Background: an optimization exercise with open tools, aiming at small area, a short achievable clock period and few clock cycles. Do not read the settings as production practice. In this exercise RTL edits were held to simulation tests only and were not proved equivalent to the original. Power figures rest on the tool's default switching activity, not on a simulated workload.

--- flow/run.sh ---
#!/bin/bash
# The standard layout (the standard.sh, all steps), with the port buffers
# that buffer_ports inserts made plain sky130_fd_sc_hd__buf_1 cells: every
# input and output port still gets its own buffer. The full output of make and
# of the DEF export goes to flow_make.log; ORFS keeps each step's own log
# under orfs/logs/.
set -euo pipefail
export BUFFER_PORTS_ARGS="-buffer_cell sky130_fd_sc_hd__buf_1"
bash standard.sh > flow_make.log 2>&1
--- standard.sh ---
#!/bin/bash
# synth_recipe.tcl (not shown) runs the flow's synth.tcl, then flattens the netlist and writes it again
# the make line also repeats each setting of config.mk as NAME=value (left out here)
make -C /OpenROAD-flow-scripts/flow DESIGN_CONFIG=/design/flow/config.mk WORK_HOME=/design/flow/orfs CLKGATE_MAP_FILE= SYNTH_SCRIPT=/design/flow/synth_recipe.tcl "${@:-finish}"
--- config.mk ---
export PLATFORM = sky130hd
export DESIGN_NAME = quic_walk
export DESIGN_NICKNAME = quic_walk
export VERILOG_FILES = /design/flow/design.v
export SDC_FILE = /design/flow/constraint.sdc
export NUM_CORES = 4
export LEC_CHECK = 0
export ABC_AREA = 1
export CAP_MARGIN = 20
export CORE_MARGIN = 2
export CORE_UTILIZATION = 60
export CTS_BUF_LIST = sky130_fd_sc_hd__clkbuf_8
export CTS_CLUSTER_DIAMETER = 120
export CTS_CLUSTER_SIZE = 40
export PLACE_DENSITY = 0.7
export SETUP_SLACK_MARGIN = 3.0
export SLEW_MARGIN = 20
--- constraint.sdc ---
create_clock -name core_clock -period 8.0 [get_ports {clk}]
set_input_delay 1.6000 -clock core_clock [delete_from_list [all_inputs] [get_ports {clk}]]
set_output_delay 1.6000 -clock core_clock [all_outputs]
set_load 0.01 [all_outputs]
--- design.v ---
module quic_walk (
    input  wire        clk,
    input  wire        rst,
    input  wire        in_valid,
    output wire        in_ready,
    input  wire [31:0] in_data,
    input  wire [2:0]  in_cnt,
    input  wire        in_last,
    output wire        frm_valid,
    output wire [3:0]  frm_kind,
    output wire [7:0]  frm_tag,
    output wire [15:0] frm_off,
    output wire [15:0] frm_len,
    output wire        done_valid,
    output wire [7:0]  done_status,
    output wire [7:0]  done_cause,
    output wire [15:0] done_nfrm,
    output wire [15:0] done_nbytes
);
    localparam [2:0] S_TAG  = 3'd0;   
    localparam [2:0] S_X1   = 3'd1;   
    localparam [2:0] S_X2   = 3'd2;   
    localparam [2:0] S_B    = 3'd3;   
    localparam [2:0] S_UTF  = 3'd4;   
    localparam [2:0] S_D0   = 3'd5;   
    localparam [2:0] S_D0OK = 3'd6;   
    localparam [2:0] S_ERR  = 3'd7;   
    localparam [2:0] B_DL  = 3'd0;    
    localparam [2:0] B_NBS = 3'd1;    
    localparam [2:0] B_NB  = 3'd2;    
    localparam [2:0] B_TS2 = 3'd3;    
    localparam [2:0] B_TS1 = 3'd4;    
    localparam [1:0] E_RESV  = 2'd0;
    localparam [1:0] E_UTF   = 2'd1;
    localparam [1:0] E_TRUNC = 2'd2;
    localparam [2:0] U_ANY = 3'd0;    
    localparam [2:0] U_A0  = 3'd1;    
    localparam [2:0] U_9F  = 3'd2;    
    localparam [2:0] U_90  = 3'd3;    
    localparam [2:0] U_8F  = 3'd4;    
    reg        bv;
    reg [31:0] bdata;
    reg [2:0]  bcnt;
    reg        blast;
    reg [13:0] bpos;      
    reg [2:0]  brel;      
    reg [2:0]  st;
    reg [2:0]  bs;        
    reg [16:0] cur;       
    reg [3:0]  kh;        
    reg        pv;        
    reg [15:0] fstart;    
    reg [15:0] flen;      
    reg [7:0]  ftag;
    reg [7:0]  hold1;     
    reg [7:0]  hold2;     
    reg [15:0] nfrm;
    reg [1:0]  ecode;
    reg [2:0]  ui;        
    reg [1:0]  u_need;
    reg [2:0]  u_rng;
    reg        u_bad;
    function [15:0] inc16;
        input [15:0] v;
        integer i;
        begin
            for (i = 0; i < 16; i = i + 1)
                inc16[i] = v[i] ^ (&(v | ~((16'd1 << i) - 16'd1)));
        end
    endfunction
    function lt4;
        input [2:0] v;
        input [2:0] c;
        lt4 = !v[2] && (c[2] || (c[1] && c[0] && !(v[1] && v[0])) || (c[1] && !c[0] && !v[1])
                        || (!c[1] && c[0] && v[1:0] == 2'd0));
    endfunction
    wire [1:0]  k        = cur[1:0];
    wire [15:0] bpos1w   = inc16({2'b00, bpos});
    wire [13:0] bpos1    = bpos1w[13:0];
    wire        at_beat  = (cur[16:2] == {1'b0, bpos});
    wire        ge1      = bcnt != 3'd0;
    wire        ge2      = bcnt[2] || bcnt[1];
    wire        ge3      = bcnt[2] || (bcnt[1] && bcnt[0]);
    wire        cin      = at_beat && ((kh[0] && ge1) || (kh[1] && ge2) || (kh[2] && ge3) || (kh[3] && bcnt[2]));
    wire        bl       = blast && !bcnt[2];
    wire [16:0] blen     = {1'b0, bpos, bcnt[1:0]};
    wire        cur_eq_len = at_beat && (kh[bcnt[1:0]]);
    wire [2:0]  rest4    = {kh[0], kh[1] | kh[2], kh[1] | kh[3]};
    reg  [2:0]  rest_l;
    always @* begin
        case (bcnt[1:0])
            2'd1:    rest_l = {2'b00, kh[0]};
            2'd2:    rest_l = {1'b0, kh[0], kh[1]};
            2'd3:    rest_l = {1'b0, kh[0] | kh[1], kh[0] | kh[2]};
            default: rest_l = 3'd0;
        endcase
    end
    wire [2:0]  beat_rest = bl ? rest_l : rest4;
    wire [7:0] B0 = bdata[7:0];
    wire [7:0] B1 = bdata[15:8];
    wire [7:0] B2 = bdata[23:16];
    wire [7:0] B3 = bdata[31:24];
    wire [7:0] c0 = ({8{kh[0]}} & B0) | ({8{kh[1]}} & B1) | ({8{kh[2]}} & B2) | ({8{kh[3]}} & B3);
    wire [7:0] c1 = ({8{kh[0]}} & B1) | ({8{kh[1]}} & B2) | ({8{kh[2]}} & B3);
    wire [7:0] c2 = ({8{kh[0]}} & B2) | ({8{kh[1]}} & B3);
    wire a1  = (kh[0] && ge2) || (kh[1] && ge3) || (kh[2] && bcnt[2]);
    wire a2  = (kh[0] && ge3) || (kh[1] && bcnt[2]);
    wire        in_tag = (st == S_TAG);
    wire        in_x1  = (st == S_X1);
    wire [7:0]  t  = in_tag ? c0 : ftag;
    wire [7:0]  x1 = in_tag ? c1 : in_x1 ? c0 : hold1;
    wire [7:0]  x2 = in_tag ? c2 : in_x1 ? c1 : c0;
    wire        h1 = in_tag ? a1 : 1'b1;                
    wire        h2 = in_tag ? a2 : in_x1 ? a1 : 1'b1;   
    function one_byte;
        input [7:0] b;
        one_byte = (b == 8'h00) || (b == 8'h07) || (b == 8'h08) || (b == 8'h0a) ||
                   (b[7:4] == 4'h0 && b[3:2] == 2'b11) ||           
                   (!b[7] && b[6:4] != 3'd0) || (b[7:5] == 3'b100);  
    endfunction
    wire t_ack  = (t[7:5] == 3'b101);
    wire t_str  = (t[7:6] == 2'b11);
    wire t_cc   = (t == 8'h02);
    wire t_resv = (t[3:2] == 2'd2) || (t[1:0] == 2'd2);
    reg [4:0] t_fix;
    always @* begin
        case (t)
            8'h01:   t_fix = 5'd17;
            8'h03:   t_fix = 5'd9;
            8'h04:   t_fix = 5'd9;
            8'h05:   t_fix = 5'd13;
            8'h06:   t_fix = 5'd5;
            8'h09:   t_fix = 5'd5;
            8'h0b:   t_fix = 5'd15;
            default: t_fix = 5'd1;
        endcase
    end
    wire need2  = t_ack ? t[4] : 1'b1;           
    wire hdr_ok = need2 ? h2 : h1;               
    function [4:0] ow_of;
        input [1:0] c;
        ow_of = (c == 2'd0) ? 5'd0 : (5'd1 << c);
    endfunction
    function [4:0] aw_of;
        input [1:0] c;
        aw_of = c[1] ? 5'd4 : c[0] ? 5'd2 : 5'd1;
    endfunction
    function [319:0] mk_str_tab;
        input dummy;
        integer i;
        begin
            mk_str_tab = 320'd0;
            for (i = 0; i < 64; i = i + 1)
                mk_str_tab[5*i +: 5] = 5'd3 - i[5:4] + {3'd0, i[1:0]} + 5'd1 + ow_of(i[3:2]);
        end
    endfunction
    function [639:0] mk_ack_tab;
        input dummy;
        integer i;
        begin
            mk_ack_tab = 640'd0;
            for (i = 0; i < 128; i = i + 1)
                mk_ack_tab[5*i +: 5] = ((i[6:5] == 2'd2) ? 5'd1 : 5'd2 - i[6:5] + i[4])
                                       + aw_of(i[3:2]) + aw_of(i[1:0]) + 5'd2;
        end
    endfunction
    function [63:0] mk_d0_tab;
        input dummy;
        integer i;
        begin
            mk_d0_tab = 64'd0;
            for (i = 0; i < 16; i = i + 1)
                mk_d0_tab[4*i +: 4] = 4'd2 + i[1:0] + ow_of(i[3:2]);
        end
    endfunction
    localparam [319:0] STR_TAB = mk_str_tab(1'b0);
    localparam [639:0] ACK_TAB = mk_ack_tab(1'b0);
    localparam [63:0]  D0_TAB  = mk_d0_tab(1'b0);
    wire [4:0] str_step = STR_TAB[5*{st[1:0], t[3:0]} +: 5];
    wire [4:0] ack_step = ACK_TAB[5*{st[1:0], t[4:0]} +: 5];
    wire [3:0] d0_min   = D0_TAB[4*t[3:0] +: 4];
    wire [4:0] h_step   = t_ack ? ack_step : t_cc ? (in_x1 ? 5'd2 : 5'd1) : str_step;
    wire h_past = (t[3:2] != 2'd0) || t[1] || (in_x1 && t[0]);
    wire [7:0] a_nts = ftag[4] ? hold2 : hold1;
    wire       ts_c  = (a_nts != 8'd0);
    reg        b_big;
    always @* begin
        case (bs)
            B_DL:    b_big = (hold1 != 8'd0) || (hold2[7:2] != 6'd0);
            B_NBS:   b_big = ftag[1] ? (hold1 != 8'd0) : (hold1[7:1] != 7'd0);
            B_NB:    b_big = (hold1[7:2] != 6'd0);
            B_TS2:   b_big = (a_nts[7:1] != 7'd0);
            default: b_big = (a_nts[7:2] != 6'd0) || (a_nts[1:0] == 2'd3);
        endcase
    end
    wire [7:0] ub = bdata[8*ui[1:0] +: 8];
    reg [1:0] u_need_n;
    reg [2:0] u_rng_n;
    reg       u_bad_n;
    wire      u_cont = (ub[7:6] == 2'b10);
    reg       u_cont_ok;
    always @* begin
        case (u_rng)
            U_A0:    u_cont_ok = u_cont && ub[5];
            U_9F:    u_cont_ok = u_cont && !ub[5];
            U_90:    u_cont_ok = u_cont && (ub[5:4] != 2'b00);
            U_8F:    u_cont_ok = u_cont && (ub[5:4] == 2'b00);
            default: u_cont_ok = u_cont;
        endcase
    end
    always @* begin
        u_need_n = 2'd0;
        u_rng_n  = U_ANY;
        u_bad_n  = u_bad;
        if (u_need != 2'd0) begin
            u_need_n = u_need - 2'd1;
            if (!u_cont_ok)
                u_bad_n = 1'b1;
        end else if (!ub[7]) begin
            u_need_n = 2'd0;
        end else if (ub[7:5] == 3'b110) begin
            u_need_n = 2'd1;
            if (ub[4:1] == 4'd0)
                u_bad_n = 1'b1;
        end else if (ub[7:4] == 4'b1110) begin
            u_need_n = 2'd2;
            if (ub[3:0] == 4'h0)
                u_rng_n = U_A0;
            else if (ub[3:0] == 4'hD)
                u_rng_n = U_9F;
        end else if (ub[7:3] == 5'b11110 && (ub[2] == 1'b0 || ub[1:0] == 2'b00)) begin
            u_need_n = 2'd3;
            if (ub[2:0] == 3'd0)
                u_rng_n = U_90;
            else if (ub[2])
                u_rng_n = U_8F;
        end else begin
            u_bad_n = 1'b1;
        end
    end
    wire u_fail   = u_bad || (u_need != 2'd0);
    wire u_at_end = at_beat && kh[ui[1:0]] && !ui[2];
    reg         rel;         
    reg         fin;         
    reg [7:0]   d_status;
    reg [7:0]   d_cause;
    reg [2:0]   st_n;
    reg [2:0]   bs_n;
    reg [16:0]  cur_n;
    reg         pv_n;
    reg [16:0]  opnd;        
    reg         cy;
    reg         use_sum;     
    reg         set_start;   
    reg         hold1_ld;
    reg         hold2_ld;
    reg [2:0]   ui_n;
    reg         u_step;
    reg         u_init;
    reg         e_ld;
    reg [1:0]   e_n;
    wire [16:0] sum = cur + opnd + {16'd0, cy};
    wire        x2_end = in_x1 ? kh[2] : kh[3];
    wire [2:0]  x2_nx  = in_x1 ? {kh[2] | kh[3], kh[0] | kh[1], kh[1] | kh[3]}
                               : {kh[3], kh[1] | kh[2], kh[0] | kh[2]};
    wire        d0_here = (t[3:2] == 2'd0) &&
                          ((kh[0] && t[1:0] != 2'd3) || (kh[1] && !t[1]) || (kh[2] && t[1:0] == 2'd0));
    wire        tag_rel = (kh[0] && brel[0]) || (kh[1] && brel[1]) || (kh[2] && brel[2]) || kh[3];
    always @* begin
        rel       = 1'b0;
        fin       = 1'b0;
        d_status  = 8'h00;
        d_cause   = 8'h00;
        st_n      = st;
        bs_n      = bs;
        pv_n      = pv;
        opnd      = 17'd0;
        cy        = 1'b0;
        use_sum   = 1'b0;
        cur_n     = cur;
        set_start = 1'b0;
        hold1_ld  = 1'b0;
        hold2_ld  = 1'b0;
        ui_n      = ui;
        u_step    = 1'b0;
        u_init    = 1'b0;
        e_ld      = 1'b0;
        e_n       = E_RESV;
        case (st)
            S_B: begin
                case (bs)
                    B_DL:    opnd = {1'b0, hold1, hold2};
                    B_NBS:   opnd = ftag[1] ? {7'd0, hold1, 2'b00} : {8'd0, hold1, 1'b0};
                    B_NB:    opnd = {9'd0, hold1};
                    B_TS2:   begin opnd = {8'd0, a_nts, 1'b0}; cy = ts_c; end
                    default: begin opnd = {9'd0, a_nts};       cy = ts_c; end
                endcase
                use_sum = 1'b1;
                rel   = bv && !bl && (!at_beat || b_big) && (ftag != 8'h02);
                case (bs)
                    B_NBS:   bs_n = (ftag[1:0] == 2'b00) ? B_TS2 : B_NB;
                    B_NB:    bs_n = B_TS2;
                    B_TS2:   bs_n = B_TS1;
                    default: bs_n = bs;
                endcase
                if (bs == B_DL || bs == B_TS1) begin
                    if (ftag == 8'h02) begin
                        st_n = S_UTF;
                    end else begin
                        st_n = S_TAG;
                        pv_n = 1'b1;
                    end
                end
            end
            S_TAG, S_X1, S_X2: if (bv) begin
                if (cin) begin
                    set_start = in_tag;
                    if (in_tag && t_ack && t_resv) begin
                        st_n = S_ERR;
                        e_ld = 1'b1;
                        e_n  = E_RESV;
                        pv_n = 1'b0;
                        rel  = !bl;
                    end else if (in_tag && t_cc) begin
                        opnd  = 17'd5;
                        use_sum = 1'b1;
                        st_n  = S_X1;
                        pv_n  = 1'b0;
                        rel   = !bl;
                    end else if (in_tag && t_str && !t[4]) begin
                        opnd  = (d0_here && !bl) ? {14'd0, rest4} : {13'd0, d0_min};
                        use_sum = 1'b1;
                        st_n  = (d0_here && !bl) ? S_D0OK : S_D0;
                        pv_n  = 1'b0;
                        rel   = !bl;
                    end else if (in_tag && !t_ack && !t_str) begin
                        opnd  = {12'd0, t_fix};
                        use_sum = 1'b1;
                        pv_n  = 1'b1;
                        rel   = !bl && tag_rel;
                    end else if (hdr_ok) begin
                        opnd     = {12'd0, h_step};
                        use_sum  = 1'b1;
                        hold1_ld = (st != S_X2);
                        hold2_ld = 1'b1;
                        pv_n     = 1'b0;
                        st_n     = S_B;
                        bs_n     = !t_ack ? B_DL : t[4] ? B_NBS : B_TS2;
                        if (t_cc) begin
                            ui_n   = (x2_end && !bl) ? 3'd0 : x2_nx;
                            u_init = 1'b1;
                            rel    = !bl && x2_end;
                        end else begin
                            rel    = !bl && (in_tag || t_ack || h_past);
                        end
                    end else begin
                        opnd  = {14'd0, rest4};
                        use_sum = 1'b1;
                        pv_n  = 1'b0;
                        rel   = !bl;
                        if (in_tag && !(h1 && need2)) begin
                            st_n     = S_X1;
                        end else begin
                            hold1_ld = 1'b1;
                            st_n     = S_X2;
                        end
                    end
                end else if (bl) begin
                    if (in_tag && cur_eq_len && pv) begin
                        pv_n = 1'b0;
                    end else begin
                        fin = 1'b1;
                        rel = 1'b1;
                        if (in_tag) begin
                            if (!cur_eq_len) begin
                                d_status = 8'h01;
                                d_cause  = 8'h0B;
                            end
                        end else begin
                            d_status = 8'h01;
                            d_cause  = 8'h02;
                        end
                    end
                end else begin
                    rel = 1'b1;
                end
            end
            S_UTF: if (bv) begin
                if (u_at_end) begin
                    if (u_fail) begin
                        st_n = S_ERR;
                        e_ld = 1'b1;
                        e_n  = E_UTF;
                    end else begin
                        st_n = S_TAG;
                        pv_n = 1'b1;
                    end
                end else if (lt4(ui, bcnt)) begin
                    u_step = 1'b1;
                    ui_n   = {ui[1] & ui[0], ui[1] ^ ui[0], ~ui[0]};
                    if (ui == 3'd3 && !bl) begin
                        rel  = 1'b1;
                        ui_n = 3'd0;
                    end
                end else begin
                    fin = 1'b1;
                    rel = 1'b1;
                    d_status = 8'h01;
                    d_cause  = 8'h0B;
                end
            end
            S_D0: if (bv) begin
                if (cin) begin
                    opnd    = {14'd0, beat_rest};
                    use_sum = 1'b1;
                    st_n    = bl ? S_TAG : S_D0OK;
                    pv_n    = bl;
                    rel     = !bl;
                end else if (bl) begin
                    if (cur_eq_len) begin
                        st_n = S_TAG;
                        pv_n = 1'b1;
                    end else begin
                        fin = 1'b1;
                        rel = 1'b1;
                        d_status = 8'h01;
                        d_cause  = 8'h02;
                    end
                end else begin
                    rel = 1'b1;
                end
            end
            S_D0OK: if (bv) begin
                opnd    = {14'd0, bl ? bcnt : 3'd4};
                use_sum = 1'b1;
                if (bl) begin
                    st_n  = S_TAG;
                    pv_n  = 1'b1;
                end else begin
                    rel = 1'b1;
                end
            end
            default: if (bv) begin   
                rel = 1'b1;
                if (bl) begin
                    fin = 1'b1;
                    case (ecode)
                        E_UTF:   begin d_status = 8'h04; d_cause = 8'h20; end
                        E_TRUNC: begin d_status = 8'h01; d_cause = 8'h02; end
                        default: begin d_status = 8'h01; d_cause = 8'h03; end
                    endcase
                end
            end
        endcase
        if (use_sum)
            cur_n = sum;
    end
    wire   to_empty    = blast && bcnt[2];    
    assign in_ready    = !bv || (rel && !to_empty);
    assign frm_valid   = bv && in_tag && pv && (cin || (bl && cur_eq_len));
    assign frm_tag     = ftag;
    assign frm_off     = fstart;
    assign frm_len     = flen;
    assign frm_kind    = (ftag[7:5] == 3'b101) ? 4'hC :
                         (ftag[7:6] == 2'b11)  ? 4'hD :
                         (ftag[7:4] == 4'h0 && ftag[3:2] != 2'b11) ? ftag[3:0] : 4'h0;
    assign done_valid  = fin;
    assign done_status = d_status;
    assign done_cause  = d_cause;
    assign done_nfrm   = nfrm;
    assign done_nbytes = blen[15:0];
    always @(posedge clk) begin
        if (set_start) begin
            fstart <= cur[15:0];
            ftag   <= c0;
        end
        if (set_start)
            flen <= opnd[15:0];
        else if (use_sum)
            flen <= flen + opnd[15:0] + {15'd0, cy};
        if (hold1_ld)
            hold1 <= in_tag ? c1 : c0;
        if (hold2_ld)
            hold2 <= x2;
        if (e_ld)
            ecode <= e_n;
        if (in_valid && in_ready) begin
            bdata <= in_data;
            brel  <= {!one_byte(in_data[23:16]), !one_byte(in_data[15:8]), !one_byte(in_data[7:0])};
            bcnt  <= in_cnt;
            blast <= in_last;
        end else if (rel && to_empty) begin
            bcnt  <= 3'd0;
        end
        if (u_step) begin
            u_need <= u_need_n;
            u_rng  <= u_rng_n;
            u_bad  <= u_bad_n;
        end
        if (u_init) begin
            u_need <= 2'd0;
            u_rng  <= U_ANY;
            u_bad  <= 1'b0;
        end
        ui <= ui_n;
        bs <= bs_n;
        if (rst) begin
            bv   <= 1'b0;
            bpos <= 14'd0;
            st   <= S_TAG;
            cur  <= 17'd0;
            kh   <= 4'b0001;
            pv   <= 1'b0;
            nfrm <= 16'd0;
        end else begin
            if (rel && !to_empty)
                bv <= 1'b0;
            if (in_valid && in_ready)
                bv <= 1'b1;
            if (fin) begin
                bpos <= 14'd0;
                st   <= S_TAG;
                cur  <= 17'd0;
                kh   <= 4'b0001;
                pv   <= 1'b0;
                nfrm <= 16'd0;
            end else begin
                if (rel)
                    bpos <= bpos1;
                st   <= st_n;
                cur  <= cur_n;
                kh   <= 4'b0001 << cur_n[1:0];
                pv   <= pv_n;
                if (frm_valid)
                    nfrm <= inc16(nfrm);
            end
        end
    end
endmodule
==> flow_metrics.py, run 1 <==
metrics = {
    "clocking": {
        "clockBufferDepth": 2,
        "root_buffer": "clkbuf_8",
        "cts.clk_slew.worst_paths_ps": 100,
        "cts_tree": "yes",
        "cts_sinks": 164,
        "clock_latency_ps": 490,
        "cts_buffers": 17,
        "htreeDepth": 4,
    },
    "critical_path": {
        "crit_fanout": 7,
        "end_kind": "output port",
        "path_buf_inv": 4,
        "r2r-start": "ftag[1]",
        "r2r_cells": 36,
        "critPathTopFamily": "simple AND/OR/NAND/NOR gates",
        "rrSetupSlack_ps": 3140,
        "cp-start-kind": "register",
        "crit_type": "register to output port",
        "critPathSlowestCell": "edfxtp_1",
        "cp.required_ps": 6400,
        "crit_path_cell_trace": "clkinvlp_4 > o21ai_4 > ha_4 > inv_1 > nor2_4 > nand2_4 > buf_4 > nor3_1 > o21ai_1 > o21ai_1 > nand2_1 > nand2_1 > nand3_1 > nand4_1 > nand2_4 > nand2_1 > nand2_1 > clkbuf_2",
        "cpPeakStageDelay_ps": 530,
        "cp_common_cell": "nand2_1",
        "arrival_ps": 3310,
        "r2r-end": "flen[14]",
    },
    "timing": {
        "period_share_pct": 61.4,
        "setup_viol": 0,
        "setup_tns_ps": 0,
        "timing.hold.ws_ps": 483,
        "max_slew_margin_pct": 35.2,
        "rsz0062_at_grt": "yes",
        "finalWorstSetupSlack_ps": 3090,
        "finClkSkew_ps": 29.9,
        "slew_violations": 0,
        "fmax_ghz": 0.203,
        "hold_viol_final": 0,
        "worst_pin_slew_ps": 972,
        "finalCriticalPeriod_ps": 4910,
    },
    "synthesis": {
        "synth_ff_type": "edfxtp_1",
        "yosys-top-cells-count": "nand2_1, inv_1, nor2_1",
        "ys_warn_count": 1,
        "synth_most_common_cell": "nand2_1",
        "ys_types": 64,
        "synth_top_area_share_pct": 26.0,
        "synth_adder_area_share_pct": 5.83,
        "async_reset_ff_share_pct": 0,
        "synth_xor_area_share_pct": 2.38,
        "synth_seq_cells": 164,
        "syn_area_mm2": 0.0118,
        "muxShareOfSynthArea_pct": 0.0851,
        "synth_enable_flop_cells": 102,
        "yosysSeqAreaShare_pct": 36.6,
        "yosys.area.top_type": "edfxtp_1",
        "synth_cells": 1605,
        "yosys-top-cells-area": "edfxtp_1, nand2_1, dfxtp_1",
        "synth_top_family_by_area": "simple AND/OR/NAND/NOR gates",
        "syn_area_per_cell_um2": 7.33,
        "synth_compound_area_share_pct": 17.7,
        "synthSimpleGateAreaFrac_pct": 27.4,
    },
    "flow_run": {
        "cap_viol_max_count": 0,
    },
    "die": {
        "dieArea_mm2": 0.0207,
        "pin_count": 134,
        "die_y_um": 144,
        "core_area_mm2": 0.0193,
        "fp-row-count": 51,
        "fp.dieW_um": 144,
        "start_util_pct": 60.8,
    },
    "power_and_ir_drop": {
        "leakage_nw": 6.17,
        "peakVddDrop_v": 0.000167,
        "power_frac_seq_pct": 27.3,
        "combinationalPowerShare_pct": 58.8,
        "p_switching_mw": 2.29,
        "pwr-share-clk_pct": 13.9,
        "p_per_area_mw_per_mm2": 331,
        "p_int_mw": 2.42,
        "swShare_pct": 48.6,
    },
    "cells_and_area": {
        "finalNetCount": 1910,
        "syn2layout_area_growth_pct": 21.1,
        "multi_input_area_mm2": 0.00687,
        "seqCellArea_mm2": 0.00433,
        "fillCellCount": 1520,
        "final_layout_size_suffix_gt1_share_pct": 18.4,
        "n_antenna_cell": 0,
        "finalNonFillerCells": 2096,
    },
    "route": {
        "vias": 12200,
        "dr.pass1.iters": 7,
        "routed_via_density": 5.84,
        "wl_per_cell_um": 17.8,
        "postRouteAntennaNets": 0,
        "routed_wl_um": 37400,
        "drc": 0,
        "drt_iter0_drc": 1317,
    },
    "hold_path": {
        "worstHoldStart": "cur[11]",
        "min_to": "fstart[11]",
        "hold-path-cell-count": 0,
        "hold_path.class": "register to register",
    },
    "place": {
        "port_buffers": 123,
        "place_hpwl_um": 26800,
        "dpl_worst_slack_ps": 1720,
        "gp_congestion": 1.09,
        "dp.cells": 1950,
    },
    "global_route": {
        "globalRouteOverflowTotal": 0,
        "grt_max_degree": 37,
        "grt.total_usage_pct": 34.0,
        "grt_pass1_wl_um": 54400,
        "grt_pass1_vias": 10400,
        "antenna_found_initial": 0,
    },
    "status": {
        "status": "timing/DRC/antenna clean",
    },
}
area by class of cell:
type                            count  area share (%)
Multi-Input combinational cell   1170            48.3
Timing Repair inverter              2           0.141
Timing Repair Buffer              238            9.52
Sequential cell                   164            30.4
Inverter                          225            6.42
Clock inverter                     15            1.27
Tap cell                          265            2.33
Clock buffer                       17            1.64
per-stage QoR:
stage	total power [mW]	util [%]	instance area, µm²
after floorplan	2.81	-	11800
after global placement	3.35	63.5	12300
after detailed placement	3.36	63.5	12300
after CTS	4.15	67.7	13100
after global routing	4.98	73.6	14200
final	4.71	73.6	14200
placed cells by master, fill, tap and decap left out, types with 19 or more instances in the layout:
cell / n
a21oi_1: 101
buf_1: 122
o21ai_0: 111
inv_1: 196
buf_4: 108
nor2_4: 20
nand2_2: 44
edfxtp_1: 102
dfxtp_1: 55
nor2_1: 157
nand3_1: 64
nand2_1: 325
nand2_4: 19
ha_1: 41
o21ai_1: 24
nor3_1: 29
how the worst max path moves through the flow:
stage | startpoint | endpoint | slack [ps] | depth (start not counted)
final | ftag[1] | in_ready | 3090 | 18
after global routing | ftag[1] | flen[14] | 2800 | 34
after CTS | ftag[4] | in_ready | 3000 | 12
after detailed placement | kh[0] | flen[14] | 1720 | 40
after global placement | kh[0] | flen[14] | 1970 | 40
after floorplan | kh[2] | flen[14] | 3070 | 41
power groups by stage:
stage               clock network, mW  registers [mW]  logic, mW
floorplan                           0            1.29       1.52
global placement                    0            1.30       2.05
detailed placement                  0            1.31       2.05
CTS                             0.658            1.28       2.22
global route                    0.686            1.30       2.99
finish                          0.653            1.29       2.77
registers in the layout, summed over array words and instances (netlist names), 4 cells and up:
signal / cells
bdata: 32
bpos: 14
cur: 17
flen: 16
fstart: 16
ftag: 8
hold1: 8
hold2: 8
kh: 4
nfrm: 16
cell families (layout without fill, tap and decap cells):
group / Yosys count / after routing
XOR/XNOR: 32 / 32
flip-flops: 164 / 164
other: 1 / 10
multiplexers: 1 / 1
buffers and inverters: 281 / 497
AND/OR/NAND/NOR: 717 / 718
adder cells (fa/ha/maj): 53 / 53
AO/OA/AOI/OAI: 356 / 356
worst reg2reg max path, delay by kind of cell (launching register included):
family	cells	cell delay, ps
buf+inv	4	500
fa+ha+maj	3	1080
compound gates	7	920
simple gates	22	1610
flops	1	530
metal layers:
metal / track usage (%) / wire length, µm / up-vias
met1: 46.4 / 15400 / 5567
li1: - / - / 5807
met4: 18.6 / 2300 / 0
met5: 0 / 0 / -
met2: 52.3 / 16500 / 713
met3: 4.77 / 3190 / 149
repair_timing:
| item | CTS | global route |
|---|---|---|
| setup endpoints to repair | 60 | 13 |
| hold buffers | 0 | 0 |
| gates resized for setup | 47 | 148 |
| cloned | 2 | 1 |
| endpoints found under the hold margin | 0 | 0 |
| setup buffers | 28 | 83 |
| pin swaps | 8 | 74 |
Testbench counts, summed over its fixed seeds: cycles 13,225.
==> run 2, diff against run 1 <==
--- a/design.v
+++ b/design.v
@@ -35,7 +35,11 @@
     localparam [1:0] E_TRUNC = 2'd2;
-    localparam [2:0] U_ANY = 3'd0;    
-    localparam [2:0] U_A0  = 3'd1;    
-    localparam [2:0] U_9F  = 3'd2;    
-    localparam [2:0] U_90  = 3'd3;    
-    localparam [2:0] U_8F  = 3'd4;    
+    localparam [3:0] U_OK   = 4'd0;   
+    localparam [3:0] U_C1   = 4'd1;   
+    localparam [3:0] U_C2   = 4'd2;   
+    localparam [3:0] U_C2A0 = 4'd3;   
+    localparam [3:0] U_C29F = 4'd4;   
+    localparam [3:0] U_C3   = 4'd5;   
+    localparam [3:0] U_C390 = 4'd6;   
+    localparam [3:0] U_C38F = 4'd7;   
+    localparam [3:0] U_BAD  = 4'd8;   
     reg        bv;
@@ -52,3 +56,2 @@
     reg [15:0] fstart;    
-    reg [15:0] flen;      
     reg [7:0]  ftag;
@@ -59,5 +62,3 @@
     reg [2:0]  ui;        
-    reg [1:0]  u_need;
-    reg [2:0]  u_rng;
-    reg        u_bad;
+    reg [3:0]  u_st;
     function [15:0] inc16;
@@ -87,13 +88,3 @@
     wire        cur_eq_len = at_beat && (kh[bcnt[1:0]]);
-    wire [2:0]  rest4    = {kh[0], kh[1] | kh[2], kh[1] | kh[3]};
-    reg  [2:0]  rest_l;
-    always @* begin
-        case (bcnt[1:0])
-            2'd1:    rest_l = {2'b00, kh[0]};
-            2'd2:    rest_l = {1'b0, kh[0], kh[1]};
-            2'd3:    rest_l = {1'b0, kh[0] | kh[1], kh[0] | kh[2]};
-            default: rest_l = 3'd0;
-        endcase
-    end
-    wire [2:0]  beat_rest = bl ? rest_l : rest4;
+    wire [16:0] nxt_beat = {1'b0, bpos1, 2'b00};
     wire [7:0] B0 = bdata[7:0];
@@ -196,47 +187,29 @@
     wire [7:0] ub = bdata[8*ui[1:0] +: 8];
-    reg [1:0] u_need_n;
-    reg [2:0] u_rng_n;
-    reg       u_bad_n;
+    reg [3:0] u_st_n;
     wire      u_cont = (ub[7:6] == 2'b10);
-    reg       u_cont_ok;
     always @* begin
-        case (u_rng)
-            U_A0:    u_cont_ok = u_cont && ub[5];
-            U_9F:    u_cont_ok = u_cont && !ub[5];
-            U_90:    u_cont_ok = u_cont && (ub[5:4] != 2'b00);
-            U_8F:    u_cont_ok = u_cont && (ub[5:4] == 2'b00);
-            default: u_cont_ok = u_cont;
+        case (u_st)
+            U_OK: begin
+                if (!ub[7])
+                    u_st_n = U_OK;
+                else if (ub[7:5] == 3'b110)
+                    u_st_n = (ub[4:1] == 4'd0) ? U_BAD : U_C1;
+                else if (ub[7:4] == 4'b1110)
+                    u_st_n = (ub[3:0] == 4'h0) ? U_C2A0 : (ub[3:0] == 4'hD) ? U_C29F : U_C2;
+                else if (ub[7:3] == 5'b11110 && (ub[2] == 1'b0 || ub[1:0] == 2'b00))
+                    u_st_n = (ub[2:0] == 3'd0) ? U_C390 : ub[2] ? U_C38F : U_C3;
+                else
+                    u_st_n = U_BAD;
+            end
+            U_C1:    u_st_n = u_cont ? U_OK : U_BAD;
+            U_C2:    u_st_n = u_cont ? U_C1 : U_BAD;
+            U_C2A0:  u_st_n = (u_cont && ub[5]) ? U_C1 : U_BAD;
+            U_C29F:  u_st_n = (u_cont && !ub[5]) ? U_C1 : U_BAD;
+            U_C3:    u_st_n = u_cont ? U_C2 : U_BAD;
+            U_C390:  u_st_n = (u_cont && ub[5:4] != 2'b00) ? U_C2 : U_BAD;
+            U_C38F:  u_st_n = (u_cont && ub[5:4] == 2'b00) ? U_C2 : U_BAD;
+            default: u_st_n = U_BAD;
         endcase
     end
-    always @* begin
-        u_need_n = 2'd0;
-        u_rng_n  = U_ANY;
-        u_bad_n  = u_bad;
-        if (u_need != 2'd0) begin
-            u_need_n = u_need - 2'd1;
-            if (!u_cont_ok)
-                u_bad_n = 1'b1;
-        end else if (!ub[7]) begin
-            u_need_n = 2'd0;
-        end else if (ub[7:5] == 3'b110) begin
-            u_need_n = 2'd1;
-            if (ub[4:1] == 4'd0)
-                u_bad_n = 1'b1;
-        end else if (ub[7:4] == 4'b1110) begin
-            u_need_n = 2'd2;
-            if (ub[3:0] == 4'h0)
-                u_rng_n = U_A0;
-            else if (ub[3:0] == 4'hD)
-                u_rng_n = U_9F;
-        end else if (ub[7:3] == 5'b11110 && (ub[2] == 1'b0 || ub[1:0] == 2'b00)) begin
-            u_need_n = 2'd3;
-            if (ub[2:0] == 3'd0)
-                u_rng_n = U_90;
-            else if (ub[2])
-                u_rng_n = U_8F;
-        end else begin
-            u_bad_n = 1'b1;
-        end
-    end
-    wire u_fail   = u_bad || (u_need != 2'd0);
+    wire u_fail   = (u_st != U_OK);
     wire u_at_end = at_beat && kh[ui[1:0]] && !ui[2];
@@ -252,3 +225,2 @@
     reg         cy;
-    reg         use_sum;     
     reg         set_start;   
@@ -278,3 +250,2 @@
         cy        = 1'b0;
-        use_sum   = 1'b0;
         cur_n     = cur;
@@ -297,3 +268,3 @@
                 endcase
-                use_sum = 1'b1;
+                cur_n = sum;
                 rel   = bv && !bl && (!at_beat || b_big) && (ftag != 8'h02);
@@ -325,3 +296,3 @@
                         opnd  = 17'd5;
-                        use_sum = 1'b1;
+                        cur_n = sum;
                         st_n  = S_X1;
@@ -330,4 +301,4 @@
                     end else if (in_tag && t_str && !t[4]) begin
-                        opnd  = (d0_here && !bl) ? {14'd0, rest4} : {13'd0, d0_min};
-                        use_sum = 1'b1;
+                        opnd  = {13'd0, d0_min};
+                        cur_n = sum;
                         st_n  = (d0_here && !bl) ? S_D0OK : S_D0;
@@ -337,3 +308,3 @@
                         opnd  = {12'd0, t_fix};
-                        use_sum = 1'b1;
+                        cur_n = sum;
                         pv_n  = 1'b1;
@@ -342,3 +313,3 @@
                         opnd     = {12'd0, h_step};
-                        use_sum  = 1'b1;
+                        cur_n    = sum;
                         hold1_ld = (st != S_X2);
@@ -356,4 +327,3 @@
                     end else begin
-                        opnd  = {14'd0, rest4};
-                        use_sum = 1'b1;
+                        cur_n = nxt_beat;
                         pv_n  = 1'b0;
@@ -413,7 +383,4 @@
                 if (cin) begin
-                    opnd    = {14'd0, beat_rest};
-                    use_sum = 1'b1;
-                    st_n    = bl ? S_TAG : S_D0OK;
-                    pv_n    = bl;
-                    rel     = !bl;
+                    st_n = S_D0OK;
+                    rel  = !bl;
                 end else if (bl) begin
@@ -433,5 +400,4 @@
             S_D0OK: if (bv) begin
-                opnd    = {14'd0, bl ? bcnt : 3'd4};
-                use_sum = 1'b1;
                 if (bl) begin
+                    cur_n = blen;
                     st_n  = S_TAG;
@@ -454,4 +420,4 @@
         endcase
-        if (use_sum)
-            cur_n = sum;
+        if (st == S_TAG && bv && cin)
+            rel = !bl && tag_rel;
     end
@@ -462,3 +428,3 @@
     assign frm_off     = fstart;
-    assign frm_len     = flen;
+    assign frm_len     = cur[15:0] - fstart;
     assign frm_kind    = (ftag[7:5] == 3'b101) ? 4'hC :
@@ -476,6 +442,2 @@
         end
-        if (set_start)
-            flen <= opnd[15:0];
-        else if (use_sum)
-            flen <= flen + opnd[15:0] + {15'd0, cy};
         if (hold1_ld)
@@ -495,10 +457,6 @@
         if (u_step) begin
-            u_need <= u_need_n;
-            u_rng  <= u_rng_n;
-            u_bad  <= u_bad_n;
+            u_st <= u_st_n;
         end
         if (u_init) begin
-            u_need <= 2'd0;
-            u_rng  <= U_ANY;
-            u_bad  <= 1'b0;
+            u_st <= U_OK;
         end
--- a/config.mk
+++ b/config.mk
@@ -12,4 +12,2 @@
 export CTS_BUF_LIST = sky130_fd_sc_hd__clkbuf_8
-export CTS_CLUSTER_DIAMETER = 120
-export CTS_CLUSTER_SIZE = 40
 export PLACE_DENSITY = 0.7
==> flow_metrics.py, run 2 <==
metrics = {
    "cells_and_area": {
        "fin_util_pct": 68.3,
        "final_layout_size_suffix_gt1_share_pct": 10.3,
        "mostFrequentLayoutCell": "nand2_1",
        "finalNetCount": 1867,
        "fillCellCount": 1617,
        "largest_register": "bdata",
        "layout_common_cells": "nand2_1, inv_1, nor2_1, buf_1, o21ai_0",
        "seqCellArea_mm2": 0.00381,
        "n_antenna_cell": 0,
        "reg_top3": "bdata: 32 flops, cur: 17 flops",
        "largest_reg_flops": 32,
        "syn2layout_area_growth_pct": 10.9,
        "multi_input_area_mm2": 0.00669,
    },
    "critical_path": {
        "cp_common_cell": "nand2_1",
        "cp.required_ps": 6400,
        "crit_type": "register to output port",
        "critPathSlowestCell": "dfxtp_4",
        "crit_fanout": 39,
        "cpPeakStageDelay_ps": 450,
        "crit_path_cell_trace": "nor2_8 > nand2_8 > clkinv_16 > nand2_1 > nand2_4 > inv_2 > ha_2 > inv_1 > nor2_4 > nand3_2 > nand2_1 > nor2_1 > nand2_1 > nand2_1 > nand2_1 > nand2_1 > nand2_2 > nand3_1 > nand2_2 > clkbuf_2",
        "end_kind": "output port",
        "r2r_cells": 31,
        "arrival_ps": 3250,
        "cp-start-kind": "register",
    },
    "global_route": {
        "globalRouteOverflowTotal": 0,
        "antenna_found_initial": 0,
        "grt_pass1_vias": 10900,
        "grt_pass1_wl_um": 58400,
        "grt_max_degree": 40,
        "grt.total_usage_pct": 36.9,
    },
    "clocking": {
        "cts_sinks": 146,
        "cts.clk_slew.worst_paths_ps": 110,
        "root_buffer": "clkbuf_8",
        "htreeDepth": 4,
        "cts_tree": "yes",
        "clock_latency_ps": 490,
        "holdBufCountCts": 0,
        "cts_buffers": 17,
        "clockBufferDepth": 2,
    },
    "route": {
        "dr.pass1.iters": 5,
        "drc": 0,
        "drt_iter0_drc": 1580,
        "routed_via_density": 6.03,
        "wl_per_cell_um": 18.5,
        "postRouteAntennaNets": 0,
        "routed_wl_um": 38000,
        "vias": 12400,
    },
    "timing": {
        "period_share_pct": 60.6,
        "max_slew_margin_pct": 22.2,
        "hold_viol_final": 0,
        "slew_violations": 0,
        "fmax_ghz": 0.206,
        "setup_tns_ps": 0,
        "rsz0062_at_grt": "no",
        "setup_viol": 0,
        "finalCriticalPeriod_ps": 4850,
        "finClkSkew_ps": 19.3,
        "worst_pin_slew_ps": 1160,
    },
    "place": {
        "place_hpwl_um": 28900,
        "port_buffers": 123,
        "gp_congestion": 1.05,
    },
    "synthesis": {
        "yosys.area.top_type": "edfxtp_1",
        "synth_cells": 1647,
        "synth_top_area_share_pct": 22.3,
        "synth_most_common_cell": "nand2_1",
        "yosys-top-cells-area": "edfxtp_1, nand2_1, dfxtp_1",
        "syn_area_mm2": 0.0116,
        "async_reset_ff_share_pct": 0,
        "yosysSeqAreaShare_pct": 32.6,
        "synth_enable_flop_cells": 86,
        "yosys-top-cells-count": "nand2_1, inv_1, nor2_1",
        "ys_warn_count": 1,
        "syn_area_per_cell_um2": 7.04,
        "synth_ff_type": "edfxtp_1",
        "synth_seq_cells": 146,
        "ys_types": 66,
    },
    "die": {
        "pin_count": 134,
        "core_area_mm2": 0.0188,
        "dieArea_mm2": 0.0205,
        "die_y_um": 143,
        "fp.dieW_um": 143,
        "fp-row-count": 50,
        "start_util_pct": 61.6,
    },
    "hold_path": {
        "hold-path-cell-count": 2,
        "hold_path.class": "register to register",
    },
    "flow_run": {
        "cap_viol_max_count": 0,
    },
    "power_and_ir_drop": {
        "leakage_nw": 5.73,
        "p_total_mw": 4.24,
        "p_per_area_mw_per_mm2": 330,
        "peakVddDrop_v": 0.000199,
    },
    "status": {
        "status": "timing/DRC/antenna clean",
    },
}
run 2: worst paths after layout:
path / endpoint / startpoint / slack (ps)
setup reg to reg: cur[14] / st[0] / 3400
setup / recovery: in_ready / st[0] / 3150
hold / removal: cur[16] / cur[16] / 480
hold reg to reg: cur[16] / cur[16] / 480
run 2: cell type report:
| type | instances | area share [%] |
|---|---|---|
| clock buffer | 17 | 1.82 |
| clock inverter | 15 | 1.26 |
| inverter | 235 | 7.28 |
| multi-input combinational | 1220 | 52.0 |
| sequential | 146 | 29.6 |
| tap | 260 | 2.53 |
| timing repair buffer | 154 | 5.44 |
| timing repair inverter | 1 | 0.0389 |
run 2: cells by family (layout without fill, tap and decap cells):
group	after synthesis	after routing	synth area share (%)
simple gates	774	774	29.9
compound gates	350	350	18.1
buf+inv	290	422	10.9
flops	146	146	32.6
fa+ha+maj	53	53	5.91
xor+xnor	32	32	2.42
other cells	1	10	0.0323
mux	1	1	0.0863
run 2: power breakdown:
part	leakage, nW	internal [mW]	switching (mW)
Sequential	1.29	0.953	0.155
Combinational	4.23	0.745	1.79
Clock	0.206	0.237	0.366
run 2: metrics by stage:
| step | hold slack [ps] | instances | area (µm²) | setup WS (ps) |
|---|---|---|---|---|
| after detailed placement | 469 | 1989 | 12100 | 2330 |
| after global routing | 508 | 2048 | 12900 | 3000 |
| after floorplan | 452 | 1656 | 11600 | 3390 |
| after global placement | 468 | 1989 | 12100 | 2530 |
| after CTS | 485 | 2023 | 12500 | 2970 |
| final | 483 | 2048 | 12900 | 3150 |
run 2: critical path: cells and delay by family (launching register included):
| family | cells | cell delay [ps] |
|---|---|---|
| and+or+nand+nor | 15 | 1590 |
| DFF | 1 | 450 |
| buffers and inverters | 4 | 500 |
| adders and majority gates | 1 | 210 |
run 2: per-layer routing:
layer | vias to the layer above | routed length, µm | global-route usage [%]
met4 | 0 | 1430 | 16.1
met3 | 99 | 4280 | 8.79
met2 | 775 | 16300 | 53.6
li1 | 5783 | - | -
met1 | 5694 | 16000 | 52.1
met5 | - | 0 | 0
run 2: what timing repair did:
item / in CTS / in global routing
resized for setup: 18 / 45
setup buffers: 1 / 25
endpoints found under the setup margin: 15 / 14
gates cloned: 1 / 0
pin swaps: 0 / 7
Testbench counts of run 2, summed over its fixed seeds: cycles 13,226.
==> run 3, diff against run 2 <==
--- a/design.v
+++ b/design.v
@@ -176,2 +176,3 @@
     wire       ts_c  = (a_nts != 8'd0);
+    wire [8:0] a_nts1 = {1'b0, a_nts} + {8'd0, ts_c};    
     reg        b_big;
@@ -224,3 +225,2 @@
     reg [16:0]  opnd;        
-    reg         cy;
     reg         set_start;   
@@ -233,3 +233,3 @@
     reg [1:0]   e_n;
-    wire [16:0] sum = cur + opnd + {16'd0, cy};
+    wire [16:0] sum = cur + opnd;
     wire        x2_end = in_x1 ? kh[2] : kh[3];
@@ -249,3 +249,2 @@
         opnd      = 17'd0;
-        cy        = 1'b0;
         cur_n     = cur;
@@ -265,4 +264,4 @@
                     B_NB:    opnd = {9'd0, hold1};
-                    B_TS2:   begin opnd = {8'd0, a_nts, 1'b0}; cy = ts_c; end
-                    default: begin opnd = {9'd0, a_nts};       cy = ts_c; end
+                    B_TS2:   opnd = {8'd0, a_nts, ts_c};
+                    default: opnd = {8'd0, a_nts1};
                 endcase
==> flow_metrics.py, run 3 <==
metrics = {
    "power_and_ir_drop": {
        "leakage_nw": 5.68,
        "p_per_area_mw_per_mm2": 170,
        "peakVddDrop_v": 0.000115,
    },
    "global_route": {
        "grt_max_degree": 43,
        "grt_pass1_vias": 10400,
        "grt_pass1_wl_um": 54300,
        "globalRouteOverflowTotal": 0,
        "antenna_found_initial": 0,
        "grt.total_usage_pct": 34.3,
    },
    "synthesis": {
        "ys_types": 59,
        "synth_ff_type": "edfxtp_1",
        "synth_most_common_cell": "nand2_1",
        "synth_enable_flop_cells": 86,
        "syn_area_mm2": 0.0114,
        "synth_seq_cells": 146,
        "ys_warn_count": 1,
        "synth_top_area_share_pct": 22.6,
        "yosys-top-cells-count": "nand2_1, inv_1, nor2_1",
        "synth_cells": 1619,
        "yosys-top-cells-area": "edfxtp_1, nand2_1, dfxtp_1",
        "yosysSeqAreaShare_pct": 33.1,
        "async_reset_ff_share_pct": 0,
        "syn_area_per_cell_um2": 7.07,
        "yosys.area.top_type": "edfxtp_1",
    },
    "timing": {
        "hold_viol_final": 0,
        "rsz0062_at_grt": "yes",
        "finalWorstSetupSlack_ps": 3130,
        "finalCriticalPeriod_ps": 4870,
        "period_share_pct": 60.8,
        "setup_viol": 0,
        "fmax_ghz": 0.206,
        "max_slew_margin_pct": 28.9,
        "setup_tns_ps": 0,
        "finClkSkew_ps": 14.9,
        "worst_pin_slew_ps": 1070,
        "slew_violations": 0,
    },
    "critical_path": {
        "crit_path_cell_trace": "inv_1 > o22ai_1 > nor2_1 > inv_1 > o21ai_4 > ha_2 > inv_1 > nor2_4 > nand2_4 > clkinv_4 > nand2_4 > nand2_1 > nor2_1 > nand2_1 > nand2_1 > nand2_1 > nand2_1 > nand2_1 > nand2_2 > nand2_8 > nand2_1 > nand2_2 > clkbuf_2",
        "critPathSlowestCell": "edfxtp_1",
        "end_kind": "output port",
        "crit_type": "register to output port",
        "cp_common_cell": "nand2_1",
        "cpPeakStageDelay_ps": 460,
        "critPathLaunch": "bdata[16]",
        "crit_fanout": 6,
        "path_buf_inv": 5,
        "cp.required_ps": 6400,
        "critPathTopFamily": "simple AND/OR/NAND/NOR gates",
        "arrival_ps": 3270,
        "r2r-start": "bdata[16]",
        "cp-start-kind": "register",
    },
    "route": {
        "routed_wl_um": 34800,
        "postRouteAntennaNets": 0,
        "drt_iter0_drc": 1401,
        "wl_per_cell_um": 17.5,
        "drc": 0,
        "routed_via_density": 5.95,
        "vias": 11800,
        "dr.pass1.iters": 6,
    },
    "cells_and_area": {
        "finalNetCount": 1835,
        "layout_common_cells": "nand2_1, inv_1, nor2_1, buf_1, o21ai_0",
        "syn2layout_area_growth_pct": 10.2,
        "reg_top3": "bdata: 32 flops, cur: 17 flops",
        "final_layout_size_suffix_gt1_share_pct": 8.78,
        "largest_register": "bdata",
        "finalNonFillerCells": 1987,
        "fin_util_pct": 67.4,
        "largest_reg_flops": 32,
        "mostFrequentLayoutCell": "nand2_1",
        "fillCellCount": 1704,
        "n_antenna_cell": 0,
        "final_area_mm2": 0.0126,
    },
    "place": {
        "dpl-instance-area_mm2": 0.0119,
        "place_hpwl_um": 26700,
        "dp.cells": 1933,
        "dpl_worst_slack_ps": 2410,
        "port_buffers": 123,
        "gp_congestion": 1.04,
    },
    "clocking": {
        "cts_tree": "yes",
        "root_buffer": "clkbuf_8",
        "cts_buffers": 17,
        "clock_latency_ps": 470,
        "htreeDepth": 4,
        "cts.clk_slew.worst_paths_ps": 90,
        "cts_sinks": 146,
        "clockBufferDepth": 2,
    },
    "die": {
        "die_y_um": 142,
        "pin_count": 134,
        "start_util_pct": 61.2,
        "fp.dieW_um": 142,
        "core_area_mm2": 0.0187,
        "fp-row-count": 50,
        "dieArea_mm2": 0.0202,
    },
    "status": {
        "status": "timing/DRC/antenna clean",
    },
    "hold_path": {
        "worstHoldStart": "nfrm[1]",
        "hold_path.class": "register to register",
    },
    "flow_run": {
        "cap_viol_max_count": 0,
    },
}
==> run 3: final cells by class <==
type                    count  area (µm²)  area share (%)
clock buffers              19         262            2.07
multi-input cells        1195        6550            51.9
inverters                 231         920            7.29
clock inverters            13         121           0.963
well taps                 234         293            2.32
flip-flops and latches    146        3810            30.2
repair buffers            149         658            5.22
==> run 3: logic make-up (layout without fill, tap and decap cells) <==
kind of cell	after synthesis	after routing	share of synthesized area, %
adder cells (fa/ha/maj)	56	56	6.26
XOR/XNOR	44	44	3.37
AO/OA/AOI/OAI	358	358	18.6
buffers and inverters	287	412	10.7
AND/OR/NAND/NOR	727	727	28.0
flip-flops	146	146	33.1
other	1	10	0.0328
==> run 3: per-layer routing <==
layer	GRT usage (%)	wire [µm]	vias up
met5	0	0	-
met4	13.3	1180	0
met3	5.55	3320	104
met2	53.9	15500	670
met1	47.7	14700	5371
li1	-	-	5683
==> run 3: stage by stage <==
stage	total power, mW	hold WS, ps
after global placement	1.52	461
final	2.14	490
after global routing	2.25	508
after CTS	2.11	491
after floorplan	1.35	453
after detailed placement	1.52	478
==> run 3: path summary, 6_finish.rpt <==
check / end / slack [ps] / depth (start not counted)
worst max-delay path: in_ready / 3130 / 23
worst max register to register: cur[16] / 3410 / 28
worst min register to register: nfrm[1] / 490 / 2
worst min-delay path: nfrm[1] / 490 / 2
==> run 3: worst reg2reg max path: cells and delay by family (launching register included) <==
family	cells	cell delay [ps]
AO/OA/AOI/OAI	13	1900
AND/OR/NAND/NOR	10	1050
adder cells (fa/ha/maj)	3	870
flip-flops	1	460
buffers and inverters	2	240
==> run 3: repair_timing <==
action                                  4_1_cts  5_1_grt
endpoints found under the setup margin       13        7
hold buffers                                  0        0
gates resized for setup                      28       29
setup buffers                                10       12
pin swaps                                     0        6
==> run 3: power breakdown <==
group | total, mW | internal, mW | leakage [nW] | switching [mW]
combinational | 0.659 | 0.205 | 4.20 | 0.455
sequential | 0.901 | 0.845 | 1.27 | 0.0556
clock | 0.585 | 0.268 | 0.202 | 0.317
Testbench counts of run 3, summed over its fixed seeds: cycles 13,226.
==> run 4, diff against run 3 <==
--- a/config.mk
+++ b/config.mk
@@ -7,3 +7,3 @@
 export LEC_CHECK = 0
-export ABC_AREA = 1
+export ABC_AREA = 0
 export CAP_MARGIN = 20
==> flow_metrics.py, run 4 <==
metrics = {
    "critical_path": {
        "arrival_ps": 3300,
        "cp.required_ps": 6400,
        "crit_fanout": 10,
        "r2r_cells": 23,
        "rrSetupSlack_ps": 3200,
        "crit_type": "register to output port",
        "end_kind": "output port",
        "cp-start-kind": "register",
    },
    "global_route": {
        "grtUsageMet1_pct": 51.2,
        "grt_pass1_wl_um": 55900,
        "busiest_layer": "met2",
        "met3_usage_pct": 5.11,
        "antenna_found_initial": 0,
        "met2_usage_pct": 54.7,
        "grt_pass1_vias": 10200,
        "grt.total_usage_pct": 35.4,
        "grt_max_degree": 52,
        "globalRouteOverflowTotal": 0,
    },
    "cells_and_area": {
        "finalNetCount": 1545,
        "reg_top3": "bdata: 32 flops, cur: 17 flops",
        "layout_common_cells": "nor2_1, buf_1, a21oi_1, nand2_1, edfxtp_1",
        "n_antenna_cell": 0,
        "finalNonFillerCells": 1697,
        "largest_reg_flops": 32,
        "largest_register": "bdata",
        "syn2layout_area_growth_pct": 13.8,
        "mostFrequentLayoutCell": "nor2_1",
        "final_layout_size_suffix_gt1_share_pct": 13.7,
    },
    "flow_run": {
        "cap_viol_max_count": 0,
    },
    "place": {
        "place_hpwl_um": 25800,
        "port_buffers": 123,
        "dp.cells": 1630,
        "gp_congestion": 0.962,
    },
    "power_and_ir_drop": {
        "peakVddDrop_v": 0.000223,
        "p_per_area_mw_per_mm2": 399,
        "leakage_nw": 5.02,
    },
    "route": {
        "drt_iter0_drc": 1520,
        "dr.pass1.iters": 9,
        "routed_wl_um": 35900,
        "drc": 0,
        "postRouteAntennaNets": 0,
        "routed_via_density": 6.78,
        "vias": 11500,
        "wl_per_cell_um": 21.2,
    },
    "clocking": {
        "clock_latency_ps": 480,
        "cts_buffers": 17,
        "clockBufferDepth": 2,
        "holdBufCountCts": 0,
        "htreeDepth": 4,
        "cts_tree": "yes",
        "root_buffer": "clkbuf_8",
        "cts.clk_slew.worst_paths_ps": 90,
        "cts_sinks": 146,
    },
    "die": {
        "die_y_um": 142,
        "dieArea_mm2": 0.0202,
        "core_area_mm2": 0.0187,
        "start_util_pct": 61.1,
        "pin_count": 134,
        "fp-row-count": 50,
        "fp.dieW_um": 142,
    },
    "timing": {
        "worst_pin_slew_ps": 1080,
        "finalCriticalPeriod_ps": 4900,
        "finClkSkew_ps": 20.6,
        "fmax_ghz": 0.204,
        "slew_violations": 0,
        "hold_viol_final": 0,
        "setup_tns_ps": 0,
        "period_share_pct": 61.2,
        "setup_viol": 0,
        "max_slew_margin_pct": 27.9,
        "rsz0062_at_grt": "no",
    },
    "synthesis": {
        "yosysSeqAreaShare_pct": 33.1,
        "syn_area_mm2": 0.0114,
        "async_reset_ff_share_pct": 0,
        "yosys-top-cells-area": "edfxtp_1, dfxtp_1, ha_1",
        "synth_cells": 1337,
        "synth_most_common_cell": "nor2_1",
        "yosys.area.top_type": "edfxtp_1",
        "ys_types": 93,
        "synth_ff_type": "edfxtp_1",
        "synth_seq_cells": 146,
        "synth_enable_flop_cells": 86,
        "synth_top_area_share_pct": 22.6,
        "syn_area_per_cell_um2": 8.55,
        "yosys-top-cells-count": "nor2_1, a21oi_1, nand2_1",
        "ys_warn_count": 1,
    },
    "hold_path": {
        "hold-path-cell-count": 0,
        "hold_path.class": "register to register",
    },
    "status": {
        "status": "timing/DRC/antenna clean",
    },
}
-- run 4: cell count changes after synthesis, sizes merged, moves of 16 or more --
| cell | delta |
|---|---|
| nand2 | -274 |
| inv | -166 |
| o21ai | -73 |
| nand3 | -34 |
| nor2 | -34 |
| clkbuf | +30 |
| and2 | +26 |
| mux2i | +26 |
| a21oi | +25 |
| xnor2 | +20 |
| a222oi | +16 |
| a22oi | +16 |
| or3 | +16 |
-- run 4: path summary, 6_finish.rpt --
check | to | from
worst min-delay path | fstart[0] | cur[0]
worst min register to register | fstart[0] | cur[0]
worst max register to register | cur[16] | st[0]
worst max-delay path | in_ready | bcnt[0]
-- run 4: cell type report --
class                           instances  area [µm²]
Multi-Input combinational cell       1055        7360
Clock buffer                           17         234
Inverter                               61         236
Timing Repair Buffer                  169         903
Fill cell                            1547        5700
Tap cell                              234         293
Sequential cell                       146        3810
Clock inverter                         15         170
-- run 4: where the power goes --
part / switching (mW) / leakage [nW] / internal, mW
clock: 0.332 / 0.203 / 0.287
combinational: 2.13 / 3.52 / 1.27
sequential: 0.174 / 1.30 / 0.987
-- run 4: logic make-up (layout without fill, tap and decap cells) --
family	after synthesis	count (layout)	synth area share, %
compound gates	398	399	24.0
simple gates	476	478	20.3
flops	146	146	33.1
mux	50	50	5.73
fa+ha+maj	56	56	6.26
other cells	1	10	0.0328
xor+xnor	62	62	4.75
buf+inv	148	262	5.84
-- run 4: per-stage QoR --
step                      worst slack, ps  hold slack [ps]  util, %  power (mW)  area, µm²
after floorplan                      3040              458        -        3.23      11500
after CTS                            3000              499     68.0        4.83      12700
final                                3100              494     69.5        5.18      13000
after global routing                 2990              502     69.5        5.44      13000
after global placement               2160              476     63.6        3.95      11900
after detailed placement             1950              488     63.7        3.95      11900
-- run 4: critical path, stage by stage, from the launching register on --
cell,delay (ps)
edfxtp_1,580
mux4_2,520
and2_1,200
a31o_2,190
nand3_1,200
a2111oi_4,350
o221ai_2,190
a31oi_4,270
o31a_4,170
inv_2,30
buf_1,110
-- run 4: routing by layer --
metal / part of all wire [%] / vias to the layer above
li1: - / 5248
met1: 43 / 5400
met2: 45 / 749
met3: 9.3 / 108
met4: 3.0 / 0
met5: 0 / -
-- run 4: timing repair --
item	in CTS	in global routing
pin swaps	9	16
setup endpoints to repair	23	9
resized for setup	56	43
setup buffers	17	13
gates cloned	2	3
==> run 5, diff against run 4 <==
--- a/config.mk
+++ b/config.mk
@@ -7,4 +7,4 @@
 export LEC_CHECK = 0
-export ABC_AREA = 0
-export CAP_MARGIN = 20
+export ABC_AREA = 1
+export CAP_MARGIN = 5
 export CORE_MARGIN = 2
@@ -13,3 +13,3 @@
 export PLACE_DENSITY = 0.7
-export SETUP_SLACK_MARGIN = 3.0
-export SLEW_MARGIN = 20
+export SETUP_SLACK_MARGIN = 3.25
+export SLEW_MARGIN = 5
==> flow_metrics.py, run 5 <==
metrics = {
    "route": {
        "wl_per_cell_um": 17.6,
        "routed_wl_um": 35800,
        "dr.pass1.iters": 6,
        "drt_iter0_drc": 1419,
        "vias": 12000,
        "postRouteAntennaNets": 0,
        "drc": 0,
        "routed_via_density": 5.92,
    },
    "global_route": {
        "grt_pass1_vias": 10500,
        "grt.total_usage_pct": 34.6,
        "globalRouteOverflowTotal": 0,
        "antenna_found_initial": 1,
        "grt_pass1_wl_um": 54700,
        "grt_max_degree": 37,
    },
    "power_and_ir_drop": {
        "power_frac_seq_pct": 40.6,
        "swShare_pct": 38.7,
        "p_per_area_mw_per_mm2": 169,
        "combinationalPowerShare_pct": 32.9,
        "p_int_mw": 1.35,
        "leakage_nw": 5.92,
        "pwr-share-clk_pct": 26.6,
        "p_switching_mw": 0.856,
        "p_total_mw": 2.21,
        "peakVddDrop_v": 0.000116,
    },
    "timing": {
        "finalCriticalPeriod_ps": 4650,
        "slew_violations": 0,
        "setup_viol": 0,
        "finClkSkew_ps": 15.2,
        "setup_tns_ps": 0,
        "period_share_pct": 58.1,
        "fmax_ghz": 0.215,
        "max_slew_margin_pct": 28.0,
        "timing.hold.ws_ps": 490,
        "rsz0062_at_grt": "yes",
        "hold_viol_final": 0,
        "worst_pin_slew_ps": 1080,
    },
    "cells_and_area": {
        "reg_top3": "bdata: 32 flops, cur: 17 flops",
        "final_layout_size_suffix_gt1_share_pct": 12.6,
        "finalNetCount": 1879,
        "finalNonFillerCells": 2031,
        "mostFrequentLayoutCell": "nand2_1",
        "layout_common_cells": "nand2_1, inv_1, nor2_1, buf_1",
        "n_antenna_cell": 0,
        "largest_register": "bdata",
        "final_area_mm2": 0.0131,
        "syn2layout_area_growth_pct": 14.5,
        "largest_reg_flops": 32,
    },
    "synthesis": {
        "synth_top_area_share_pct": 22.6,
        "synth_seq_cells": 146,
        "yosys-top-cells-area": "edfxtp_1, nand2_1, dfxtp_1",
        "async_reset_ff_share_pct": 0,
        "ys_types": 59,
        "synth_most_common_cell": "nand2_1",
        "synth_ff_type": "edfxtp_1",
        "yosys-top-cells-count": "nand2_1, inv_1, nor2_1",
        "synth_enable_flop_cells": 86,
        "yosysSeqAreaShare_pct": 33.1,
        "synth_cells": 1619,
        "yosys.area.top_type": "edfxtp_1",
        "syn_area_per_cell_um2": 7.07,
        "syn_area_mm2": 0.0114,
        "ys_warn_count": 1,
    },
    "clocking": {
        "clock_latency_ps": 470,
        "cts_buffers": 17,
        "htreeDepth": 4,
        "cts.clk_slew.worst_paths_ps": 80,
        "cts_sinks": 146,
        "cts_tree": "yes",
        "root_buffer": "clkbuf_8",
        "clockBufferDepth": 2,
    },
    "place": {
        "dpl-instance-area_mm2": 0.0119,
        "dp.cells": 1933,
        "place_hpwl_um": 26700,
        "gp_congestion": 1.04,
        "port_buffers": 123,
    },
    "die": {
        "die_y_um": 142,
        "fp.dieW_um": 142,
        "fp-row-count": 50,
        "core_area_mm2": 0.0187,
        "dieArea_mm2": 0.0202,
        "pin_count": 134,
        "start_util_pct": 61.2,
    },
    "critical_path": {
        "arrival_ps": 3050,
        "crit_fanout": 6,
        "end_kind": "output port",
        "cp.required_ps": 6400,
        "cp-start-kind": "register",
        "crit_type": "register to output port",
    },
    "hold_path": {
        "hold_path.class": "register to register",
    },
    "flow_run": {
        "cap_viol_max_count": 0,
    },
    "status": {
        "status": "timing/DRC/antenna clean",
    },
}
run 5: area by class of cell:
| class | instances | area [µm²] |
|---|---|---|
| Fill cell | 1629 | 5600 |
| Clock buffer | 19 | 262 |
| Sequential cell | 146 | 3820 |
| Inverter | 231 | 916 |
| Tap cell | 234 | 293 |
| Clock inverter | 13 | 121 |
| Multi-Input combinational cell | 1195 | 6690 |
| Timing Repair Buffer | 191 | 986 |
| Timing Repair inverter | 2 | 17.5 |
run 5: power by group through the flow:
stage	combinational, mW	clock (mW)	sequential [mW]
finish	0.727	0.587	0.897
global route	0.795	0.613	0.901
CTS	0.634	0.588	0.898
detailed placement	0.608	0	0.916
global placement	0.609	0	0.914
floorplan	0.453	0	0.899
run 5: through the flow:
step	worst slack, ps	util (%)
4_1_cts	3170	67.1
2_1_floorplan	3310	-
3_3_place_gp	2580	63.7
3_5_place_dp	2410	63.7
5_1_grt	3130	70.1
6_report	3350	70.1
run 5: final timing paths:
path / startpoint / end / slack, ps / depth (start not counted)
min reg2reg: nfrm[14] / nfrm[14] / 490 / 1
min: nfrm[14] / nfrm[14] / 490 / 1
max reg2reg: kh[0] / cur[16] / 3420 / 28
max: bdata[16] / in_ready / 3350 / 23
run 5: timing repair:
item / CTS / global route
pin swaps: 6 / 23
hold buffers: 0 / 0
buffers inserted: 16 / 48
endpoints found under the setup margin: 26 / 15
resized for setup: 46 / 71
cloned: 1 / 1
run 5: per-layer routing:
layer	up-vias	global-route usage, %	wire length, µm
met2	679	54.1	16100
met5	-	0	13
met3	106	5.92	3350
met4	2	13.9	1170
li1	5790	-	-
met1	5451	47.7	15100
run 5: kinds of logic (layout without fill, tap and decap cells):
family	count (synthesis)	count (layout)	synth area share, %
simple gates	727	727	28.0
compound gates	358	358	18.6
xor+xnor	44	44	3.37
other cells	1	10	0.0328
buf+inv	287	456	10.7
fa+ha+maj	56	56	6.26
flops	146	146	33.1
run 5: critical path, stage by stage (launching register included):
cell and delay, ps:
edfxtp_1 460, inv_2 110, o22ai_1 80, nor2_1 180, inv_1 110, o21ai_4 190
ha_4 170, inv_2 50, nor2_4 130, nand2_4 90, clkinv_4 80, nand2_4 60
nand2_1 80, nor2_1 50, nand2_1 80, nand2_1 50, nand2_1 70, nand2_1 40
nand2_1 60, nand2_2 80, nand2_8 70, nand2_1 70, nand2_2 90, buf_6 110

afterwards: timing with drivers on the ports:
Ports are ideal in the flow. The routed layouts listed here were re-timed in OpenROAD.
Step 1 assumes that a clkbuf_16 drives the clock port and a buf_2 every other input.
Step 2 also shifts input and output timing later by t, the mid clock arrival at the registers, as if the neighbouring blocks saw the same clock.
Three values: ideal ports, drivers, drivers and shift; two values: the first two.
run	shift t [ns]	setup WS [ns]	worst setup path at the end
run 1	0.518	3.085 / 3.043 / 3.140	register to register
run 2	0.522	3.148 / 3.105 / 3.398	register to register
run 3	0.506	3.135 / 3.093 / 3.411	register to register
run 4	0.514	3.101 / 3.059 / 3.199	register to register
run 5	0.507	3.350 / 3.307 / 3.423	register to register
After both steps every run listed still meets setup and hold.
